Source: an optimization exercise on an open RTL-to-GDS flow (aim: small area, a short achievable clock period and few clock cycles). Production flows keep margins and buffers that such runs may drop.
At most, simulation tests tie the RTL to the original design; equivalence was not proved.
Power is estimated from default activity; no workload was simulated.

Setup of old:
==> flow/design.v <==
module codec_core (
    input             clk,
    input             rst,
    input             cmd_valid,
    output            cmd_ready,
    input      [7:0]  cmd_opc,
    input      [4:0]  cmd_width,
    input      [15:0] cmd_len,
    input      [15:0] cmd_count,
    input             in_valid,
    output            in_ready,
    input      [15:0] in_data,
    output            out_valid,
    input             out_ready,
    output     [15:0] out_data,
    output            done,
    output            err,
    output     [3:0]  err_code,
    output     [15:0] err_info
);
    reg        busy;       
    reg        fin;        
    reg        skip;       
    reg        enc, dec, qd, qu, pk, up;   
    reg [4:0]  w;          
    reg [3:0]  p;          
    reg [15:0] in_left;    
    reg [15:0] cnt;        
    reg [15:0] W0;         
    reg        ld;         
    reg        tl;         
    reg        rn;         
    reg        inz, in1;   
    reg        cntz, cnt1; 
    reg [4:0]  ps;         
    reg        err_r;
    reg        c_w;        
    reg        c_r;        
    reg        ov;
    reg [15:0] od;
    wire is_q   = qd | qu;
    wire is_rle = enc | dec;
    wire left   = pk | qu;
    wire work = busy & ~fin;
    wire room = ~ov | out_ready;
    wire [15:0] mask;      
    wire [15:0] gep;       
    wire [15:0] lts;       
    genvar j;
    generate
        for (j = 0; j < 16; j = j + 1) begin : g_th
            assign mask[j] = w > j;
            assign gep[j]  = p <= j;
            assign lts[j]  = ps[3:0] > j;
        end
    endgenerate
    wire [4:0]  sum2  = {1'b0, ps[3:0]} + w;    
    wire        crs   = ps[4];                  
    wire        need  = ps[4] & (|ps[3:0]);     
    wire [15:0] m2    = up ? {16{~inz}} : {16{~tl}};
    wire [15:0] k_in  = crs ? gep : (gep & lts);
    wire [15:0] k_out = crs ? (lts & ~gep) : 16'd0;
    wire [15:0] selw  = up ? (gep & {16{ld}}) : {16{enc | (dec & ~ld)}};
    wire [15:0] flip  = {qd, 5'd0, qu, 9'd0};
    wire [15:0] X     = (selw & W0) | (~selw & ((in_data & m2) ^ flip));
    wire [3:0]  amt   = left ? (4'd0 - p) : p;    
    wire [15:0] r1    = amt[0] ? {X[0],     X[15:1]}  : X;
    wire [15:0] r2    = amt[1] ? {r1[1:0],  r1[15:2]} : r1;
    wire [15:0] r4    = amt[2] ? {r2[3:0],  r2[15:4]} : r2;
    wire [15:0] R     = amt[3] ? {r4[7:0],  r4[15:8]} : r4;
    wire [15:0] bp_out = left ? ((k_in & R) | (~gep & W0)) : (R & mask);
    wire bad  = |(in_data & ~mask);
    wire same = (in_data[7:0] == W0[7:0]) & ~cntz;
    wire [15:0] in_left_m1 = in_left - 16'd1;
    wire [15:0] cnt_m1     = cnt - 16'd1;
    wire        in_left2   = in_left == 16'd2;
    wire        cnt2       = cnt == 16'd2;
    wire mA = work & ~inz & (skip | ((up | dec) & cntz));
    wire mB = work & ~inz & (is_q | (pk & ~tl) | (up & ~cntz & (~ld | crs)) |
                             (dec & ~cntz & (ld | cnt1)) | (enc & ~tl));
    wire in_rdy = mA | (mB & room);
    wire take   = in_valid & in_rdy;
    wire em_r  = work & ((pk & tl) | (up & ~cntz & ((ld & ~crs) | inz)) | (dec & ~ld & ~cntz) |
                         (enc & (tl | ld)) | (enc & ~tl & ~ld & inz & rn));
    wire em_rv = work & up & ~cntz & (~ld | crs) & ~inz;
    wire em_t  = work & (is_q | (pk & ~tl & (crs | in1)) | (dec & ld & ~cntz));
    wire em_tb = work & enc & ~tl & ~ld & rn;
    wire emit  = (room & (em_r | (em_rv & in_valid))) | (take & (em_t | (em_tb & ~same)));
    wire f_1  = work & ((skip & inz) | (is_q & inz) | (pk & ~tl & inz) | (up & cntz & inz) |
                        (dec & ~ld & cntz & inz) | (enc & ~tl & ~ld & inz & ~rn));
    wire f_v  = work & ((skip & in1) | (up & cntz & in1));
    wire f_t  = work & ((is_q & in1) | (pk & ~tl & in1 & ~need) | (dec & ld & in1 & (cntz | cnt1)));
    wire f_r  = work & ((pk & tl) | (up & ~cntz & cnt1 & inz) | (dec & ~ld & ~cntz & cnt1 & inz) |
                        (enc & ld & ~tl & inz & ~rn));
    wire f_rv = work & up & ~cntz & cnt1 & (~ld | crs) & in1;
    wire finish = f_1 | (in_valid & f_v) | (take & f_t) | (room & (f_r | (f_rv & in_valid)));
    wire ecnt     = enc & (tl | ~ld);
    wire cmd_rdy  = ~busy & (~fin | room);
    wire cmd_fire = cmd_valid & cmd_rdy;
    wire c_bp     = cmd_opc[5];
    wire c_q      = cmd_opc[4];
    wire c_dir    = cmd_opc[1];
    wire wbad     = cmd_width == 5'd0 || cmd_width > 5'd16;
    wire skip_c   = (c_bp & wbad) | (~c_bp & ~c_q & c_dir & cmd_len[0]);
    wire c_enc    = ~skip_c & ~c_bp & ~c_q & ~c_dir;
    wire c_dec    = ~skip_c & ~c_bp & ~c_q &  c_dir;
    wire c_qd     = ~skip_c & c_q & ~c_dir;
    wire c_qu     = ~skip_c & c_q &  c_dir;
    wire c_pk     = ~skip_c & c_bp & ~c_dir;
    wire c_up     = ~skip_c & c_bp &  c_dir;
    wire c_inz    = cmd_len == 16'd0;
    wire c_cntz   = ~c_up | (cmd_count == 16'd0);
    wire c_cnt1   = c_up & (cmd_count == 16'd1);
    wire e_brk   = take & ~same & enc & ~tl & rn;
    wire e_tail  = room & work & enc & ~tl & ~ld & inz & rn;
    wire e_start = take & enc & ~rn;
    wire e_ext   = take & same & enc & rn;
    wire d_load  = take & dec & ~ld;
    wire c_dec1  = (emit & (up | dec)) | e_ext | (take & (qu | pk) & ~err_r) | (take & skip & ~c_w);
    wire step    = (take & pk & ~tl) | (emit & up & ~cntz);
    reg inz_n, in1_n, cntz_n, cnt1_n, ld_n, tl_n, rn_n;
    always @* begin
        inz_n  = inz;
        in1_n  = in1;
        cntz_n = cntz;
        cnt1_n = cnt1;
        ld_n   = ld;
        tl_n   = tl;
        rn_n   = rn;
        if (cmd_fire) begin
            inz_n  = c_inz;
            in1_n  = cmd_len == 16'd1;
            cntz_n = c_cntz;
            cnt1_n = c_cnt1;
            ld_n   = 1'b0;
            tl_n   = 1'b0;
            rn_n   = 1'b0;
        end else begin
            if (take) begin
                inz_n = in1;
                in1_n = in_left2;
            end
            if (d_load) begin
                cntz_n = in_data[7:0] == 8'd0;
                cnt1_n = in_data[7:0] == 8'd1;
            end else if (e_start | e_brk) begin
                cntz_n = 1'b0;
                cnt1_n = 1'b0;
            end else if (c_dec1) begin
                cntz_n = cnt1;
                cnt1_n = cnt2;
            end
            if (pk) begin
                if (tl) begin
                    if (room) tl_n = 1'b0;
                end else if (take & in1 & need)
                    tl_n = 1'b1;
            end
            if (up & ~cntz & ~ld & emit)
                ld_n = ~crs;
            if (dec & take)
                ld_n = ~ld;
            if (enc) begin
                if (e_start)
                    rn_n = 1'b1;
                else if (e_tail)
                    rn_n = 1'b0;
                if (tl) begin
                    if (room) tl_n = 1'b0;
                end else if (ld) begin
                    if (e_brk) tl_n = 1'b1;
                    else if (room) ld_n = 1'b0;
                end else if (e_brk | e_tail)
                    ld_n = 1'b1;
            end
        end
    end
    wire busy_n = cmd_fire | (busy & ~(work & finish));
    wire fin_n  = (work & finish) | (fin & ~room);
    always @(posedge clk) begin
        if (rst) begin
            busy <= 1'b0;
            fin  <= 1'b0;
            ov   <= 1'b0;
        end else begin
            busy <= busy_n;
            fin  <= fin_n;
            ov   <= emit | (ov & ~out_ready);
        end
        inz  <= inz_n;
        in1  <= in1_n;
        cntz <= cntz_n;
        cnt1 <= cnt1_n;
        ld   <= ld_n;
        tl   <= tl_n;
        rn   <= rn_n;
        if (emit)
            od <= ecnt ? {8'd0, ~cnt[7:0]} : bp_out;
        if (cmd_fire) begin
            enc   <= c_enc;
            dec   <= c_dec;
            qd    <= c_qd;
            qu    <= c_qu;
            pk    <= c_pk;
            up    <= c_up;
            w     <= c_q ? 5'd10 : c_bp ? cmd_width : 5'd8;
            skip  <= skip_c;
            err_r <= skip_c;
            c_w   <= c_bp & wbad;
            c_r   <= c_bp | c_q;
        end else if (take & (qu | pk) & bad)
            err_r <= 1'b1;
        if (cmd_fire)
            in_left <= cmd_len;
        else if (take)
            in_left <= in_left_m1;
        if (cmd_fire) begin
            p    <= c_q ? 4'd6 : (~c_bp & ~c_dir) ? 4'd8 : 4'd0;
            ps   <= c_bp ? cmd_width : 5'd16;
        end else if (step) begin
            p    <= ps[3:0];
            ps   <= sum2;
        end
        if (cmd_fire)
            cnt <= ({16{c_up}} & cmd_count) | {{11{skip_c}}, {5{skip_c}} & ~(cmd_width & {5{c_bp}})};
        else if (d_load)
            cnt <= {8'd0, in_data[7:0]};
        else if (e_start | e_brk)
            cnt <= 16'h00FE;
        else if (c_dec1)
            cnt <= cnt_m1;
        if (cmd_fire)
            W0 <= 16'd0;
        else if (take & pk & ~tl)
            W0 <= crs ? (R & k_out) : bp_out;
        else if (e_tail | (up & ~cntz & emit & (crs | ~ld)) | (is_rle & take)) begin
            W0[7:0]  <= in_data[7:0] & {8{~inz}};
            W0[15:8] <= (e_brk | e_tail) ? W0[7:0] : (in_data[15:8] & {8{~inz}});
        end
    end
    assign cmd_ready = cmd_rdy;
    assign in_ready  = in_rdy;
    assign out_valid = ov;
    assign out_data  = od;
    assign done      = fin & room;
    assign err       = err_r;
    assign err_code  = {~c_w & c_r, 1'b0, c_w, ~c_w};
    assign err_info  = ~cnt;
endmodule
Settings: LEC_CHECK=0, ABC_AREA=1, CAP_MARGIN=20, CORE_MARGIN=2, CORE_UTILIZATION=40, SETUP_SLACK_MARGIN=2.4, SLEW_MARGIN=20, TNS_END_PERCENT=5; clock period 5.0 ns.
standard.sh (not shown) runs the stock make flow with config.mk's settings and CLKGATE_MAP_FILE= SYNTH_SCRIPT=/design/flow/synth_recipe.tcl, a recipe that flattens the netlist after the stock synthesis.
==> flow/flow/run.sh <==
#!/bin/bash
# Standard synthesis, then the standard ORFS layout steps, with buf_2 port
# buffers in place of the platform's default delay-cell buffers.
set -euo pipefail
bash standard.sh synth > synth.log 2>&1
bash standard.sh "BUFFER_PORTS_ARGS=-buffer_cell sky130_fd_sc_hd__buf_2" finish > layout.log 2>&1
[inputs] new vs old
--- a/flow/design.v
+++ b/flow/design.v
@@ -25,4 +25,5 @@
     reg [4:0]  w;          
     reg [3:0]  p;          
+    reg [3:0]  amt;        
     reg [15:0] in_left;    
     reg [15:0] cnt;        
@@ -34,4 +35,5 @@
     reg        cntz, cnt1; 
     reg [4:0]  ps;         
+    reg        mA, mB;     
     reg        err_r;
     reg        c_w;        
@@ -64,5 +66,4 @@
     wire [15:0] flip  = {qd, 5'd0, qu, 9'd0};
     wire [15:0] X     = (selw & W0) | (~selw & ((in_data & m2) ^ flip));
-    wire [3:0]  amt   = left ? (4'd0 - p) : p;    
     wire [15:0] r1    = amt[0] ? {X[0],     X[15:1]}  : X;
     wire [15:0] r2    = amt[1] ? {r1[1:0],  r1[15:2]} : r1;
@@ -76,7 +77,4 @@
     wire        in_left2   = in_left == 16'd2;
     wire        cnt2       = cnt == 16'd2;
-    wire mA = work & ~inz & (skip | ((up | dec) & cntz));
-    wire mB = work & ~inz & (is_q | (pk & ~tl) | (up & ~cntz & (~ld | crs)) |
-                             (dec & ~cntz & (ld | cnt1)) | (enc & ~tl));
     wire in_rdy = mA | (mB & room);
     wire take   = in_valid & in_rdy;
@@ -119,5 +117,5 @@
     wire c_dec1  = (emit & (up | dec)) | e_ext | (take & (qu | pk) & ~err_r) | (take & skip & ~c_w);
     wire step    = (take & pk & ~tl) | (emit & up & ~cntz);
-    reg inz_n, in1_n, cntz_n, cnt1_n, ld_n, tl_n, rn_n;
+    reg inz_n, in1_n, cntz_n, cnt1_n, crs_n, ld_n, tl_n, rn_n;
     always @* begin
         inz_n  = inz;
@@ -125,4 +123,5 @@
         cntz_n = cntz;
         cnt1_n = cnt1;
+        crs_n  = crs;
         ld_n   = ld;
         tl_n   = tl;
@@ -133,4 +132,5 @@
             cntz_n = c_cntz;
             cnt1_n = c_cnt1;
+            crs_n  = cmd_width[4] | ~c_bp;    
             ld_n   = 1'b0;
             tl_n   = 1'b0;
@@ -151,4 +151,6 @@
                 cnt1_n = cnt2;
             end
+            if (step)
+                crs_n = sum2[4];
             if (pk) begin
                 if (tl) begin
@@ -178,4 +180,14 @@
     wire busy_n = cmd_fire | (busy & ~(work & finish));
     wire fin_n  = (work & finish) | (fin & ~room);
+    wire enc_n  = cmd_fire ? c_enc : enc;
+    wire dec_n  = cmd_fire ? c_dec : dec;
+    wire q_n    = cmd_fire ? (c_qd | c_qu) : is_q;
+    wire pk_n   = cmd_fire ? c_pk : pk;
+    wire up_n   = cmd_fire ? c_up : up;
+    wire skip_n = cmd_fire ? skip_c : skip;
+    wire act_n  = busy_n & ~fin_n & ~inz_n;
+    wire mA_n   = act_n & (skip_n | ((up_n | dec_n) & cntz_n));
+    wire mB_n   = act_n & (q_n | (pk_n & ~tl_n) | (up_n & ~cntz_n & (~ld_n | crs_n)) |
+                           (dec_n & ~cntz_n & (ld_n | cnt1_n)) | (enc_n & ~tl_n));
     always @(posedge clk) begin
         if (rst) begin
@@ -183,8 +195,12 @@
             fin  <= 1'b0;
             ov   <= 1'b0;
+            mA   <= 1'b0;
+            mB   <= 1'b0;
         end else begin
             busy <= busy_n;
             fin  <= fin_n;
             ov   <= emit | (ov & ~out_ready);
+            mA   <= mA_n;
+            mB   <= mB_n;
         end
         inz  <= inz_n;
@@ -217,7 +233,9 @@
         if (cmd_fire) begin
             p    <= c_q ? 4'd6 : (~c_bp & ~c_dir) ? 4'd8 : 4'd0;
+            amt  <= c_q ? (c_dir ? 4'd10 : 4'd6) : (~c_bp & ~c_dir) ? 4'd8 : 4'd0;
             ps   <= c_bp ? cmd_width : 5'd16;
         end else if (step) begin
             p    <= ps[3:0];
+            amt  <= up ? ps[3:0] : 4'd0 - ps[3:0];
             ps   <= sum2;
         end
Number of cells produced by synthesis went down by a few percent going from old to new.
In new the share of the cycle needed by the critical path after routing turned out 1.0 points higher than in old.
old has higher final cell count than new.
Cmp new and old / register-to-register slack / lower: new
The maximum number of pins on one net before global-route repair reported for new is smaller than that of old by 35.
Cmp new vs old: fraction of power consumed by sequential logic higher in new
Per the comparison of new with old, fraction of the yosys area taken by sequential cells climbed 1.5 points, total number of clock tree sinks climbed 5.
Synthesized area per cell, new and old: higher on old
Summary of new over old: area added between synthesis and finish comparable, sequential cell area share now larger.
Testbench counts of new, summed over its fixed seeds: cycles 53,953.
Function not checked in old: the RTL went through the layout flow alone.

==> afterwards: timing with drivers on the ports <==
Ports are ideal in the flow. The routed layouts listed here were re-timed in OpenROAD.
Step 1 sets driving cells, clkbuf_16 on the clock port and buf_2 on the other inputs (assumed; they add their load-dependent delay and slew).
Step 2 also shifts input and output timing later by t, the mid clock arrival at the registers, as if the neighbouring blocks saw the same clock.
Slacks: ideal ports / drivers / drivers and shift; pairs: ideal ports / drivers.
| run | shift t [ns] | setup WS [ns] | worst register clock-pin slew, ns | worst slew at a driven data input, ns |
|---|---|---|---|---|
| old | 0.410 | 2.331 / 2.301 / 1.991 | 0.08 / 0.08 | 0.04 |
| new | 0.405 | 2.281 / 2.281 / 1.935 | 0.08 / 0.08 | 0.04 |
After both steps setup and hold are still met in every run listed. The setup slack of new, which loses most, moves by 0.000 ns with the drivers and by -0.346 ns with both steps.
